Source: an optimization exercise on an open RTL-to-GDS flow (aim: small area, a short achievable clock period and few clock cycles per item). Production flows keep margins and buffers that such runs may drop. The RTL was checked by simulation tests, not by an equivalence proof against the original design. Power figures rest on the tool's default switching activity, not on a simulated workload.

==> v30: inputs <==
// bitw_core
module bitw_core (
    input  wire        clk,
    input  wire        rst,           
    input  wire        cmd_valid,
    output wire        cmd_ready,
    input  wire [2:0]  cmd_op,
    input  wire [7:0]  cmd_n,         
    input  wire [31:0] cmd_arg,       
    input  wire [31:0] cmd_num,       
    input  wire [31:0] cmd_den,       
    output reg         rsp_valid,
    output reg  [2:0]  rsp_status,
    output reg  [31:0] rsp_val,
    output reg  [2:0]  rsp_nbytes,
    output reg  [31:0] rsp_bytes
);
    localparam [2:0] OP_INIT    = 3'd0,
                     OP_WRITE   = 3'd1,
                     OP_SIZE    = 3'd2,
                     OP_EXTRACT = 3'd3,
                     OP_CAP     = 3'd4;
    localparam [2:0] ST_OK       = 3'd0,
                     ST_RATE     = 3'd1,
                     ST_BITCOUNT = 3'd3,
                     ST_CAPACITY = 3'd4,
                     ST_ILLEGAL  = 3'd5;
    localparam [2:0] S_IDLE = 3'd0,    
                     S_WW   = 3'd1,    
                     S_XW   = 3'd2,    
                     S_I1   = 3'd3,    
                     S_IA   = 3'd4,    
                     S_IB   = 3'd5;    
  ...
Settings: LEC_CHECK=0, CAP_MARGIN=20, CORE_MARGIN=2, CORE_UTILIZATION=35, SETUP_SLACK_MARGIN=3, SLEW_MARGIN=20; clock period 8.0 ns.
standard.sh (not shown) runs the stock make flow with config.mk's settings and CLKGATE_MAP_FILE= SYNTH_SCRIPT=/design/flow/synth_recipe.tcl, a recipe that flattens the netlist after the stock synthesis.
==> flow/flow/run.sh <==
#!/bin/bash
# The standard layout, except that the port buffers are ordinary buf_4
# cells instead of the delay cells buffer_ports picks on its own.
set -euo pipefail
export BUFFER_PORTS_ARGS="-buffer_cell sky130_fd_sc_hd__buf_4"
bash standard.sh > standard.log 2>&1
==> v24 (differences from v30) <==
--- a/flow/design.v
+++ b/flow/design.v
@@ -164,13 +164,13 @@
                                                                           : groom0[3:0] + {3'd0, ginc};
     wire        gv2    = uvalid & gst_q;                   
     wire [3:0]  groom_s = gsat_q - kp_q;
     wire        gfit0   = ({1'b0, n6[5:3]} <= groom_s);
     wire        gfit1   = ({1'b0, n6[5:3]} + 4'd1 <= groom_s);
     wire        gbig    = lo4[3] ? gfit1 : gfit0;          
-    wire        groom_ok = (groom0[29:3] != 27'd0) | ({1'b0, groom0[2:0]} + {3'd0, ginc} >= {1'b0, pk_q});
+    wire        groom_ok = (gsat_q >= {1'b0, pk_q});       
     wire [2:0]  inc_r = (state == S_WW) ? pk_q : {2'b00, (nb_q != 3'd0)};
     wire [3:0]  size_lo  = {1'b0, size_q[2:0]} + {1'b0, inc_r};
     wire [3:0]  size_low = {1'b0, size_q[2:0]} + {1'b0, kin};
     wire [25:0] size_flip = size_q[28:3] ^ (size_q[28:3] + 26'd1);
     wire [28:0] size_inc = {size_q[28:3] ^ (size_flip & {26{size_lo[3]}}), size_lo[2:0]};
     wire [28:0] size_incw = {size_q[28:3] ^ (size_flip & {26{size_low[3]}}), size_low[2:0]};
@@ -203,19 +203,19 @@
             OP_EXTRACT: if (nb_q == 3'd0 || room_nz || (gv2 && !gover_q)) begin
                 cap_we = 1'b1; cap_d = size_inc;
             end
             default: ;
             endcase
         end
-        S_WW: if (uvalid) begin
+        S_WW: if (gv2) begin
             cap_we = 1'b1;
-            cap_d  = gover ? (chained_q ? rsp_val[28:0] : cap_q) : g_eff;
+            cap_d  = gover_q ? (chained_q ? rsp_val[28:0] : cap_q) : g_eff;
         end
-        S_XW: if (uvalid) begin
+        S_XW: if (gv2) begin
             cap_we = 1'b1;
-            cap_d  = gover ? cap_q : size_inc;
+            cap_d  = gover_q ? cap_q : size_inc;
         end
         S_I1: begin
             ustart = 1'b1;
             ustart_floor = ~(i32_q | i21_q);
             ustart_csel  = (i32_q | i21_q) ? C_ARG : C_NUM;
         end
@@ -390,14 +390,14 @@
                     if (rate_bad || l_bad)
                         iok_q <= 1'b1;
                     else
                         state <= S_I1;
                 end
             end
-            S_WW: if (uvalid) begin
-                if (gover) begin
+            S_WW: if (gv2) begin
+                if (gover_q) begin
                     rsp_valid  <= 1'b1;
                     rsp_status <= ST_CAPACITY;
                     rsp_val    <= 32'd0;
                     rsp_nbytes <= 3'd0;
                     rsp_bytes  <= 32'd0;
                     state      <= S_IDLE;
@@ -413,16 +413,16 @@
                         rsp_status <= ST_OK;
                         rsp_val    <= 32'd0;
                         state      <= S_IDLE;
                     end
                 end
             end
-            S_XW: if (uvalid) begin
+            S_XW: if (gv2) begin
                 rsp_valid <= 1'b1;
                 state     <= S_IDLE;
-                if (gover) begin
+                if (gover_q) begin
                     rsp_status <= ST_CAPACITY;
                     rsp_val    <= 32'd0;
                     rsp_nbytes <= 3'd0;
                     rsp_bytes  <= 32'd0;
                 end else begin
                     size_q     <= size_inc;
Settings changed: SETUP_SLACK_MARGIN 3 to 3.5.
==> v29 (differences from v30) <==
--- a/flow/design.v
+++ b/flow/design.v
@@ -164,13 +164,13 @@
                                                                           : groom0[3:0] + {3'd0, ginc};
     wire        gv2    = uvalid & gst_q;                   
     wire [3:0]  groom_s = gsat_q - kp_q;
     wire        gfit0   = ({1'b0, n6[5:3]} <= groom_s);
     wire        gfit1   = ({1'b0, n6[5:3]} + 4'd1 <= groom_s);
     wire        gbig    = lo4[3] ? gfit1 : gfit0;          
-    wire        groom_ok = (groom0[29:3] != 27'd0) | ({1'b0, groom0[2:0]} + {3'd0, ginc} >= {1'b0, pk_q});
+    wire        groom_ok = (gsat_q >= {1'b0, pk_q});       
     wire [2:0]  inc_r = (state == S_WW) ? pk_q : {2'b00, (nb_q != 3'd0)};
     wire [3:0]  size_lo  = {1'b0, size_q[2:0]} + {1'b0, inc_r};
     wire [3:0]  size_low = {1'b0, size_q[2:0]} + {1'b0, kin};
     wire [25:0] size_flip = size_q[28:3] ^ (size_q[28:3] + 26'd1);
     wire [28:0] size_inc = {size_q[28:3] ^ (size_flip & {26{size_lo[3]}}), size_lo[2:0]};
     wire [28:0] size_incw = {size_q[28:3] ^ (size_flip & {26{size_low[3]}}), size_low[2:0]};
@@ -203,19 +203,19 @@
             OP_EXTRACT: if (nb_q == 3'd0 || room_nz || (gv2 && !gover_q)) begin
                 cap_we = 1'b1; cap_d = size_inc;
             end
             default: ;
             endcase
         end
-        S_WW: if (uvalid) begin
+        S_WW: if (gv2) begin
             cap_we = 1'b1;
-            cap_d  = gover ? (chained_q ? rsp_val[28:0] : cap_q) : g_eff;
+            cap_d  = gover_q ? (chained_q ? rsp_val[28:0] : cap_q) : g_eff;
         end
-        S_XW: if (uvalid) begin
+        S_XW: if (gv2) begin
             cap_we = 1'b1;
-            cap_d  = gover ? cap_q : size_inc;
+            cap_d  = gover_q ? cap_q : size_inc;
         end
         S_I1: begin
             ustart = 1'b1;
             ustart_floor = ~(i32_q | i21_q);
             ustart_csel  = (i32_q | i21_q) ? C_ARG : C_NUM;
         end
@@ -390,14 +390,14 @@
                     if (rate_bad || l_bad)
                         iok_q <= 1'b1;
                     else
                         state <= S_I1;
                 end
             end
-            S_WW: if (uvalid) begin
-                if (gover) begin
+            S_WW: if (gv2) begin
+                if (gover_q) begin
                     rsp_valid  <= 1'b1;
                     rsp_status <= ST_CAPACITY;
                     rsp_val    <= 32'd0;
                     rsp_nbytes <= 3'd0;
                     rsp_bytes  <= 32'd0;
                     state      <= S_IDLE;
@@ -413,16 +413,16 @@
                         rsp_status <= ST_OK;
                         rsp_val    <= 32'd0;
                         state      <= S_IDLE;
                     end
                 end
             end
-            S_XW: if (uvalid) begin
+            S_XW: if (gv2) begin
                 rsp_valid <= 1'b1;
                 state     <= S_IDLE;
-                if (gover) begin
+                if (gover_q) begin
                     rsp_status <= ST_CAPACITY;
                     rsp_val    <= 32'd0;
                     rsp_nbytes <= 3'd0;
                     rsp_bytes  <= 32'd0;
                 end else begin
                     size_q     <= size_inc;
Settings changed: CORE_UTILIZATION 35 to 40.
==> v17 (differences from v30) <==
--- a/flow/design.v
+++ b/flow/design.v
@@ -164,13 +164,13 @@
                                                                           : groom0[3:0] + {3'd0, ginc};
     wire        gv2    = uvalid & gst_q;                   
     wire [3:0]  groom_s = gsat_q - kp_q;
     wire        gfit0   = ({1'b0, n6[5:3]} <= groom_s);
     wire        gfit1   = ({1'b0, n6[5:3]} + 4'd1 <= groom_s);
     wire        gbig    = lo4[3] ? gfit1 : gfit0;          
-    wire        groom_ok = (groom0[29:3] != 27'd0) | ({1'b0, groom0[2:0]} + {3'd0, ginc} >= {1'b0, pk_q});
+    wire        groom_ok = (gsat_q >= {1'b0, pk_q});       
     wire [2:0]  inc_r = (state == S_WW) ? pk_q : {2'b00, (nb_q != 3'd0)};
     wire [3:0]  size_lo  = {1'b0, size_q[2:0]} + {1'b0, inc_r};
     wire [3:0]  size_low = {1'b0, size_q[2:0]} + {1'b0, kin};
     wire [25:0] size_flip = size_q[28:3] ^ (size_q[28:3] + 26'd1);
     wire [28:0] size_inc = {size_q[28:3] ^ (size_flip & {26{size_lo[3]}}), size_lo[2:0]};
     wire [28:0] size_incw = {size_q[28:3] ^ (size_flip & {26{size_low[3]}}), size_low[2:0]};
@@ -203,19 +203,19 @@
             OP_EXTRACT: if (nb_q == 3'd0 || room_nz || (gv2 && !gover_q)) begin
                 cap_we = 1'b1; cap_d = size_inc;
             end
             default: ;
             endcase
         end
-        S_WW: if (uvalid) begin
+        S_WW: if (gv2) begin
             cap_we = 1'b1;
-            cap_d  = gover ? (chained_q ? rsp_val[28:0] : cap_q) : g_eff;
+            cap_d  = gover_q ? (chained_q ? rsp_val[28:0] : cap_q) : g_eff;
         end
-        S_XW: if (uvalid) begin
+        S_XW: if (gv2) begin
             cap_we = 1'b1;
-            cap_d  = gover ? cap_q : size_inc;
+            cap_d  = gover_q ? cap_q : size_inc;
         end
         S_I1: begin
             ustart = 1'b1;
             ustart_floor = ~(i32_q | i21_q);
             ustart_csel  = (i32_q | i21_q) ? C_ARG : C_NUM;
         end
@@ -390,14 +390,14 @@
                     if (rate_bad || l_bad)
                         iok_q <= 1'b1;
                     else
                         state <= S_I1;
                 end
             end
-            S_WW: if (uvalid) begin
-                if (gover) begin
+            S_WW: if (gv2) begin
+                if (gover_q) begin
                     rsp_valid  <= 1'b1;
                     rsp_status <= ST_CAPACITY;
                     rsp_val    <= 32'd0;
                     rsp_nbytes <= 3'd0;
                     rsp_bytes  <= 32'd0;
                     state      <= S_IDLE;
@@ -413,16 +413,16 @@
                         rsp_status <= ST_OK;
                         rsp_val    <= 32'd0;
                         state      <= S_IDLE;
                     end
                 end
             end
-            S_XW: if (uvalid) begin
+            S_XW: if (gv2) begin
                 rsp_valid <= 1'b1;
                 state     <= S_IDLE;
-                if (gover) begin
+                if (gover_q) begin
                     rsp_status <= ST_CAPACITY;
                     rsp_val    <= 32'd0;
                     rsp_nbytes <= 3'd0;
                     rsp_bytes  <= 32'd0;
                 end else begin
                     size_q     <= size_inc;
Settings changed: CORE_UTILIZATION 35 to 40, SETUP_SLACK_MARGIN 3 to 3.25.
==> qor summary <==
quantity                                                                      v29                   v17                 v24                  v30
Cell count of the worst reg-to-reg path                                        14                    16                  14                   15
Antenna violations before repair                                               13                    13                  11                   16
Post-CTS Setup Repair Bufs                                                     25                    46                 153                   32
First-pass iteration count of the detailed router                              12                     9                  10                   10
Stages on worst setup path                                                     14                    16                  14                   15
Beginning of the worst hold path                              ufloor$_SDFFE_PP0N_  k_q[13]$_SDFFE_PP0P_  f21_q$_SDFFE_PP0P_  ierr_q$_SDFFE_PP0P_
Number of sequential cells in the layout                                      373                   373                 373                  372
Fraction of standard cell area in multi-input logic                         66.8%                 66.4%               64.8%                65.9%
Global Route met1 Usage                                                     51.1%                 50.9%               47.9%                44.4%
Area fraction in and, or, nand and nor cells after synthesis                18.9%                 18.9%               18.9%                20.5%
Post-synthesis mux area share                                               4.45%                 4.45%               4.45%                3.41%
Cell area power density                                               489 nW/um^2           504 nW/um^2         555 nW/um^2          412 nW/um^2
Status                                                   timing/DRC/antenna clean  timing/DRC/antenna clean  timing/DRC/antenna clean  timing/DRC/antenna clean
Total met2 wirelength after detailed routing                              85.7 mm               89.9 mm              101 mm               104 mm
Testbench counts of v30, summed over its fixed seeds: cycles 29,572, cmds 24,000.
Testbench counts of v24, summed over its fixed seeds: cycles 30,215, cmds 24,000.
Testbench counts of v29, summed over its fixed seeds: cycles 30,215, cmds 24,000.
Testbench counts of v17, summed over its fixed seeds: cycles 30,215, cmds 24,000.

[port drivers added, routing unchanged]
How much do the figures lean on ideal ports? The routed layouts below were timed once more, with nothing changed but the port constraints. Step 1, drivers: a clkbuf_16 drives clk and a buf_2 each remaining input, both assumed. Step 2 adds t to the input delays and takes it off the output delays; t is the mean of the earliest and latest rising clock arrival at the registers after step 1. Input paths then give back, and output paths get back, about the clock's delay inside the block. a / b / c = no drivers / after step 1 / after step 2; a / b = the first two.
| run | t, ns | setup WS [ns] | worst hold slack (ns) | worst setup path at the end | worst register clock-pin slew, ns |
|---|---|---|---|---|---|
| v30 | 0.722 | 2.951 / 2.951 / 2.449 | 0.499 / 0.499 / 0.499 | input to register | 0.07 / 0.07 |
| v24 | 0.742 | 3.220 / 3.220 / 2.677 | 0.480 / 0.480 / 0.480 | input to register | 0.07 / 0.07 |
| v29 | 0.702 | 2.986 / 2.986 / 2.454 | 0.476 / 0.476 / 0.476 | input to register | 0.07 / 0.07 |
| v17 | 0.710 | 3.125 / 3.125 / 2.617 | 0.482 / 0.482 / 0.482 | input to register | 0.07 / 0.07 |
After both steps every run listed still meets setup and hold. The setup slack of v24, which loses most, moves by 0.000 ns with the drivers and by -0.543 ns with both steps.
